Background: an optimization exercise with open tools, aiming at small area. Do not read the settings as production practice. Function was checked by simulation only, so behaviour that the tests miss may differ from the original. No driver is modelled on the clock port, so clocking that relies on it looks cheaper here than on a real chip. Power figures rest on the tool's default switching activity, not on a simulated workload.

==> flow/design.v (excerpt) <==
module thermo8_cts (
    input  wire        clk,
    input  wire        rst,
    input  wire        cmd_valid,
    output wire        cmd_ready,
    input  wire [31:0] cmd_word,
    input  wire [31:0] cmd_x,
    output reg         rsp_valid,
    output wire [31:0] rsp_res,
    output wire [2:0]  rsp_err,
    output wire [7:0]  rsp_err_info,
    input  wire        alert_in,
    output wire        bus_req_valid,
    output reg  [2:0]  bus_req_kind,
    output reg  [7:0]  bus_req_byte,
    output wire        bus_req_ack,
    input  wire        bus_rsp_valid,
    input  wire [1:0]  bus_rsp_code,
    input  wire [7:0]  bus_rsp_data,
    output wire        settle_start,
    input  wire        settle_done
);
    localparam [2:0] K_START   = 3'd0,
                     K_RESTART = 3'd1,
                     K_STOP    = 3'd2,
                     K_WR      = 3'd3,
                     K_RD      = 3'd4;
    reg        run;        
    reg [2:0]  err;        
    reg [2:0]  fi;         
    reg        tn;         
    reg        rd;         
    reg        rmw;        
    reg        dec;        
    reg [2:0]  rg;         
    reg [15:0] v;          
  ...
Size: ~380 cells after synthesis, roughly 42 flip-flops, about 140 I/O pins.
Settings: LEC_CHECK=0, ABC_AREA=1, CAP_MARGIN=0, CORE_MARGIN=2, CORE_UTILIZATION=80, PLACE_DENSITY=0.9, SLEW_MARGIN=0; clock period 10.0 ns.
standard.sh (not shown) runs the stock make flow with config.mk's settings and CLKGATE_MAP_FILE= SYNTH_SCRIPT=/design/flow/synth_recipe.tcl, a recipe that flattens the netlist after the stock synthesis.
==> flow/flow/run.sh <==
#!/bin/bash
# The standard layout with these changes:
#  - synthesis maps the logic with area-oriented ABC scripts (flow/area*.abc,
#    the same script with six random seeds; the smallest mapping is kept) and
#    without the adder cell mapping; the flip-flops are mapped as the standard
#    synthesis maps them (same cells, same names);
#  - the port buffers use the smallest buffer cell;
#  - the constant outputs share one tie cell;
#  - clock tree synthesis adds no dummy loads and uses clkbuf_4 cells.
set -euo pipefail
here=$PWD
export BUFFER_PORTS_ARGS="-buffer_cell sky130_fd_sc_hd__buf_1"
export SKIP_REPAIR_TIE_FANOUT=1
export CTS_ARGS="-sink_clustering_enable -repair_clock_nets -dont_use_dummy_load -root_buf sky130_fd_sc_hd__clkbuf_4 -buf_list sky130_fd_sc_hd__clkbuf_4"
export MY_ABC_SCRIPTS="$here/flow/area1.abc $here/flow/area2.abc $here/flow/area3.abc $here/flow/area4.abc $here/flow/area5.abc $here/flow/area6.abc"
sed -e "s#SYNTH_SCRIPT=[^ ]*#SYNTH_SCRIPT=$here/flow/synth.tcl ADDER_MAP_FILE=#" standard.sh > own_standard.sh
bash own_standard.sh synth > synth.log 2>&1
bash standard.sh finish > finish.log 2>&1
==> flow/flow/area1.abc <==
strash
&get -n
&deepsyn -T 25 -S 1
&nf -a -R 1000
&put
==> flow/flow/area2.abc <==
strash
&get -n
&deepsyn -T 25 -S 2
&nf -a -R 1000
&put
==> flow/flow/area3.abc <==
strash
&get -n
&deepsyn -T 25 -S 3
&nf -a -R 1000
&put
==> flow/flow/area4.abc <==
strash
&get -n
&deepsyn -T 25 -S 4
&nf -a -R 1000
&put
==> flow/flow/area5.abc <==
strash
&get -n
&deepsyn -T 25 -S 5
&nf -a -R 1000
&put
==> flow/flow/area6.abc <==
strash
&get -n
&deepsyn -T 25 -S 6
&nf -a -R 1000
&put
Other scripts of this flow, unchanged in this note and not shown: flow/flow/synth.tcl
The starting point died in global placement.
Then changed:
--- a/flow/flow/run.sh
+++ b/flow/flow/run.sh
@@ -4 +4 @@
-#    the same script with six random seeds; the smallest mapping is kept) and
+#    the same script with four random seeds; the smallest mapping is kept) and
@@ -9 +9 @@
-#  - clock tree synthesis adds no dummy loads and uses clkbuf_4 cells.
+#  - clock tree synthesis adds no dummy loads.
@@ -14,2 +14,2 @@
-export CTS_ARGS="-sink_clustering_enable -repair_clock_nets -dont_use_dummy_load -root_buf sky130_fd_sc_hd__clkbuf_4 -buf_list sky130_fd_sc_hd__clkbuf_4"
-export MY_ABC_SCRIPTS="$here/flow/area1.abc $here/flow/area2.abc $here/flow/area3.abc $here/flow/area4.abc $here/flow/area5.abc $here/flow/area6.abc"
+export CTS_ARGS="-sink_clustering_enable -repair_clock_nets -dont_use_dummy_load -buf_list sky130_fd_sc_hd__clkbuf_16"
+export MY_ABC_SCRIPTS="$here/flow/area1.abc $here/flow/area2.abc $here/flow/area3.abc $here/flow/area4.abc"
==> flow/flow/area1.abc (replaced) <==
strash
&get -n
&deepsyn -T 20 -S 1
&nf -a -R 1000
&put
==> flow/flow/area2.abc (replaced) <==
strash
&get -n
&deepsyn -T 20 -S 2
&nf -a -R 1000
&put
==> flow/flow/area3.abc (replaced) <==
strash
&get -n
&deepsyn -T 20 -S 3
&nf -a -R 1000
&put
==> flow/flow/area4.abc (replaced) <==
strash
&get -n
&deepsyn -T 20 -S 4
&nf -a -R 1000
&put
--- a/flow/config.mk
+++ b/flow/config.mk
@@ -9 +9 @@
-export CAP_MARGIN = 0
+export CAP_MARGIN = 20
@@ -11,3 +11,3 @@
-export CORE_UTILIZATION = 80
-export PLACE_DENSITY = 0.9
-export SLEW_MARGIN = 0
+export CORE_UTILIZATION = 65
+export PLACE_DENSITY = 0.8
+export SLEW_MARGIN = 20
removed: flow/flow/area5.abc
removed: flow/flow/area6.abc
After rerunning: Now the flow finished clean; synthesized cell count does not change; area after synthesis does not change.


Starting RTL as in the previous note.
clock: 10.0 ns
lec_check: 0
abc_area: 1
cap_margin: 20
core_margin: 2
core_utilization: 65
place_density: 0.8
slew_margin: 20
==> flow/flow/run.sh <==
#!/bin/bash
# The standard layout with these changes:
#  - synthesis maps the logic with area-oriented ABC scripts (flow/area*.abc,
#    the same script with six random seeds; the smallest mapping is kept) and
#    without the adder cell mapping; the flip-flops are mapped as the standard
#    synthesis maps them (same cells, same names);
#  - the port buffers use the smallest buffer cell;
#  - the constant outputs share one tie cell;
#  - clock tree synthesis adds no dummy loads and uses clkbuf_4 cells.
set -euo pipefail
here=$PWD
export BUFFER_PORTS_ARGS="-buffer_cell sky130_fd_sc_hd__buf_1"
export SKIP_REPAIR_TIE_FANOUT=1
export POST_CTS_TCL=$here/flow/clk_upsize.tcl
export CLK_SLEW_TARGET=0.095
export CTS_ARGS="-sink_clustering_enable -repair_clock_nets -dont_use_dummy_load -root_buf sky130_fd_sc_hd__clkbuf_4 -buf_list sky130_fd_sc_hd__clkbuf_4"
export MY_ABC_SCRIPTS="$here/flow/area1.abc $here/flow/area2.abc $here/flow/area3.abc $here/flow/area4.abc $here/flow/area5.abc $here/flow/area6.abc"
sed -e "s#SYNTH_SCRIPT=[^ ]*#SYNTH_SCRIPT=$here/flow/synth.tcl ADDER_MAP_FILE=#" standard.sh > own_standard.sh
bash own_standard.sh synth > synth.log 2>&1
bash standard.sh finish > finish.log 2>&1
==> flow/flow/area1.abc <==
strash
&get -n
&deepsyn -T 25 -S 1
&nf -a -R 1000
&put
==> flow/flow/area2.abc <==
strash
&get -n
&deepsyn -T 25 -S 2
&nf -a -R 1000
&put
==> flow/flow/area3.abc <==
strash
&get -n
&deepsyn -T 25 -S 3
&nf -a -R 1000
&put
==> flow/flow/area4.abc <==
strash
&get -n
&deepsyn -T 25 -S 4
&nf -a -R 1000
&put
==> flow/flow/area5.abc <==
strash
&get -n
&deepsyn -T 25 -S 5
&nf -a -R 1000
&put
==> flow/flow/area6.abc <==
strash
&get -n
&deepsyn -T 25 -S 6
&nf -a -R 1000
&put
==> flow/flow/clk_upsize.tcl <==
# After clock tree synthesis (built from clkbuf_4 cells): a clock buffer
# whose loads see a slew over CLK_SLEW_TARGET (ns, from the placement
# parasitics estimate) is upsized to clkbuf_8, then the placement is
# legalized again.
estimate_parasitics -placement
set changed 0
foreach inst [get_cells *] {
  if {[get_property $inst ref_name] ne "sky130_fd_sc_hd__clkbuf_4"} { continue }
  set worst 0.0
  foreach out [get_pins -of_objects $inst -filter "direction == output"] {
    foreach p [get_pins -of_objects [get_nets -of_objects $out] -filter "direction == input"] {
      set s [get_property $p slew_max]
      if {$s > $worst} { set worst $s }
    }
  }
  puts "clock buffer [get_property $inst full_name]: load slew $worst"
  if {$worst > $::env(CLK_SLEW_TARGET)} {
    replace_cell $inst sky130_fd_sc_hd__clkbuf_8
    incr changed
  }
}
puts "clock buffers upsized: $changed"
if {$changed > 0} {
  detailed_placement
  check_placement
  estimate_parasitics -placement
}
Other scripts of this flow, unchanged in this note and not shown: flow/flow/synth.tcl
The baseline finished clean.
Then changed:
==> flow/flow/run.sh (replaced) <==
#!/bin/bash
# The standard layout with these changes:
#  - synthesis maps the logic with area-oriented ABC scripts (flow/area*.abc,
#    the same script with four random seeds; the smallest mapping is kept) and
#    without the adder cell mapping; the flip-flops are mapped as the standard
#    synthesis maps them (same cells, same names);
#  - the port buffers use the smallest buffer cell;
#  - the constant outputs share one tie cell;
#  - clock tree synthesis adds no dummy loads.
set -euo pipefail
here=$PWD
export BUFFER_PORTS_ARGS="-buffer_cell sky130_fd_sc_hd__buf_1"
export SKIP_REPAIR_TIE_FANOUT=1
export CTS_ARGS="-sink_clustering_enable -repair_clock_nets -dont_use_dummy_load"
export MY_ABC_SCRIPTS="$here/flow/area1.abc $here/flow/area2.abc $here/flow/area3.abc $here/flow/area4.abc"
sed -e "s#SYNTH_SCRIPT=[^ ]*#SYNTH_SCRIPT=$here/flow/synth.tcl ADDER_MAP_FILE=#" standard.sh > own_standard.sh
bash own_standard.sh synth > synth.log 2>&1
bash standard.sh finish > finish.log 2>&1
==> flow/flow/area1.abc (replaced) <==
strash
&get -n
&deepsyn -T 20 -S 1
&nf -a -R 1000
&put
==> flow/flow/area2.abc (replaced) <==
strash
&get -n
&deepsyn -T 20 -S 2
&nf -a -R 1000
&put
==> flow/flow/area3.abc (replaced) <==
strash
&get -n
&deepsyn -T 20 -S 3
&nf -a -R 1000
&put
==> flow/flow/area4.abc (replaced) <==
strash
&get -n
&deepsyn -T 20 -S 4
&nf -a -R 1000
&put
- CORE_UTILIZATION: 65 -> 40
- PLACE_DENSITY: 0.8 -> 0.6
removed: flow/flow/area5.abc
removed: flow/flow/area6.abc
removed: flow/flow/clk_upsize.tcl
Critical path depth stays the same. Synthesized area is unchanged. Clock-buffer cell count stays the same. Hold slack degrades by 0.0068 ns. Power rose by a few percent. Via count fell by a few percent. Design area rose by a few percent. Die area rose by well over a third.
Then changed:
==> flow/flow/run.sh (replaced) <==
#!/bin/bash
# The standard layout with these changes:
#  - synthesis maps the logic with area-oriented ABC scripts (flow/area*.abc,
#    the same script with six random seeds; the smallest mapping is kept) and
#    without the adder cell mapping; the flip-flops are mapped as the standard
#    synthesis maps them (same cells, same names);
#  - the port buffers use the smallest buffer cell;
#  - the constant outputs share one tie cell;
#  - clock tree synthesis adds no dummy loads and uses clkbuf_4 cells.
set -euo pipefail
here=$PWD
export BUFFER_PORTS_ARGS="-buffer_cell sky130_fd_sc_hd__buf_1"
export SKIP_REPAIR_TIE_FANOUT=1
export CTS_ARGS="-sink_clustering_enable -repair_clock_nets -dont_use_dummy_load -root_buf sky130_fd_sc_hd__clkbuf_4 -buf_list sky130_fd_sc_hd__clkbuf_4"
export MY_ABC_SCRIPTS="$here/flow/area1.abc $here/flow/area2.abc $here/flow/area3.abc $here/flow/area4.abc $here/flow/area5.abc $here/flow/area6.abc"
sed -e "s#SYNTH_SCRIPT=[^ ]*#SYNTH_SCRIPT=$here/flow/synth.tcl ADDER_MAP_FILE=#" standard.sh > own_standard.sh
bash own_standard.sh synth > synth.log 2>&1
bash standard.sh finish > finish.log 2>&1
==> flow/flow/area1.abc (replaced) <==
strash
&get -n
&deepsyn -T 25 -S 1
&nf -a -R 1000
&put
==> flow/flow/area2.abc (replaced) <==
strash
&get -n
&deepsyn -T 25 -S 2
&nf -a -R 1000
&put
==> flow/flow/area3.abc (replaced) <==
strash
&get -n
&deepsyn -T 25 -S 3
&nf -a -R 1000
&put
==> flow/flow/area4.abc (replaced) <==
strash
&get -n
&deepsyn -T 25 -S 4
&nf -a -R 1000
&put
==> flow/flow/area5.abc (new file) <==
strash
&get -n
&deepsyn -T 25 -S 5
&nf -a -R 1000
&put
==> flow/flow/area6.abc (new file) <==
strash
&get -n
&deepsyn -T 25 -S 6
&nf -a -R 1000
&put
- CORE_UTILIZATION: 40 -> 65
- PLACE_DENSITY: 0.6 -> 0.8
What happened:
- total power drops by 7.2%
- sequential share of layout area climbs by 0.90 points
- non-clock buffer count drops by 1
- maximum frequency climbs by 4.5%
- flip-flop and latch count does not change
- routed wire length drops by about 7.5%
- synthesized cell count does not change
- setup slack improved by 0.23 ns
- via count climbs by about 6%
- utilization climbs by 28 points
- count of clock-buffer cells in the layout does not change
Then changed:
==> flow/flow/run.sh (replaced) <==
#!/bin/bash
# The standard layout with these changes:
#  - synthesis maps the logic with area-oriented ABC scripts (flow/area*.abc,
#    the same script with four random seeds; the smallest mapping is kept) and
#    without the adder cell mapping; the flip-flops are mapped as the standard
#    synthesis maps them (same cells, same names);
#  - the port buffers use the smallest buffer cell;
#  - the constant outputs share one tie cell;
#  - clock tree synthesis adds no dummy loads.
set -euo pipefail
here=$PWD
export BUFFER_PORTS_ARGS="-buffer_cell sky130_fd_sc_hd__buf_1"
export SKIP_REPAIR_TIE_FANOUT=1
export CTS_ARGS="-sink_clustering_enable -repair_clock_nets -dont_use_dummy_load"
export MY_ABC_SCRIPTS="$here/flow/area1.abc $here/flow/area2.abc $here/flow/area3.abc $here/flow/area4.abc"
sed -e "s#SYNTH_SCRIPT=[^ ]*#SYNTH_SCRIPT=$here/flow/synth.tcl ADDER_MAP_FILE=#" standard.sh > own_standard.sh
bash own_standard.sh synth > synth.log 2>&1
bash standard.sh finish > finish.log 2>&1
==> flow/flow/area1.abc (replaced) <==
strash
&get -n
&deepsyn -T 20 -S 1
&nf -a -R 1000
&put
==> flow/flow/area2.abc (replaced) <==
strash
&get -n
&deepsyn -T 20 -S 2
&nf -a -R 1000
&put
==> flow/flow/area3.abc (replaced) <==
strash
&get -n
&deepsyn -T 20 -S 3
&nf -a -R 1000
&put
==> flow/flow/area4.abc (replaced) <==
strash
&get -n
&deepsyn -T 20 -S 4
&nf -a -R 1000
&put
removed: flow/flow/area5.abc
removed: flow/flow/area6.abc
The new run went through all stages and came out clean; via count falls slightly; register-to-register slack got worse by 0.06 ns; maximum frequency falls slightly; final cell count is unchanged; wire length rises slightly.
Then changed:
--- a/flow/flow/run.sh
+++ b/flow/flow/run.sh
@@ -12,5 +12,5 @@
 export BUFFER_PORTS_ARGS="-buffer_cell sky130_fd_sc_hd__buf_1"
 export SKIP_REPAIR_TIE_FANOUT=1
-export CTS_ARGS="-sink_clustering_enable -repair_clock_nets -dont_use_dummy_load"
+export CTS_ARGS="-repair_clock_nets -dont_use_dummy_load"
 export MY_ABC_SCRIPTS="$here/flow/area1.abc $here/flow/area2.abc $here/flow/area3.abc $here/flow/area4.abc"
 sed -e "s#SYNTH_SCRIPT=[^ ]*#SYNTH_SCRIPT=$here/flow/synth.tcl ADDER_MAP_FILE=#" standard.sh > own_standard.sh
=>
- The changed run completed with no timing, DRC or antenna violations
- routed wire length does not change
- via count stays the same
- worst hold slack does not change
- die area does not change
- synthesized cell count stays the same
- sequential power barely changes
- area after synthesis is unchanged
- total power is unchanged
- count of clock-buffer cells in the layout stays the same
- fmax stays the same
- non-clock buffer count is unchanged

afterwards: timing with drivers on the ports:
The results above use ideal ports. As a check the final layouts listed here were re-extracted and re-timed, cells and wires unchanged.
Step 1 assumes that a clkbuf_16 drives the clock port and a buf_2 every other input.
Step 2 times the ports against the registers' clock, not the clock port: input delays grow and output delays shrink by t, the midpoint of the rising clock arrivals with the driver on.
Three values: ideal, step 1, step 2; two values: the first two.
run	shift t [ns]	setup slack, ns	latest minus earliest clock arrival (ns)	cell pins on the clock port's net
the second run of note 1	0.308	4.692 / 4.703 / 4.395	0.010 / 0.010	1
the first run of note 2	0.358	4.731 / 4.734 / 4.376	0.025 / 0.024	1
the second run of note 2	0.318	4.618 / 4.624 / 4.306	0.017 / 0.016	1
the third run of note 2	0.367	4.850 / 4.826 / 4.485	0.022 / 0.021	1
the fourth run of note 2	0.314	4.800 / 4.802 / 4.489	0.017 / 0.017	1
the fifth run of note 2	0.314	4.800 / 4.802 / 4.489	0.017 / 0.017	1
After both steps every run listed still meets setup and hold. The setup slack of the third run of note 2, which loses most, moves by -0.024 ns with the drivers and by -0.365 ns with both steps.
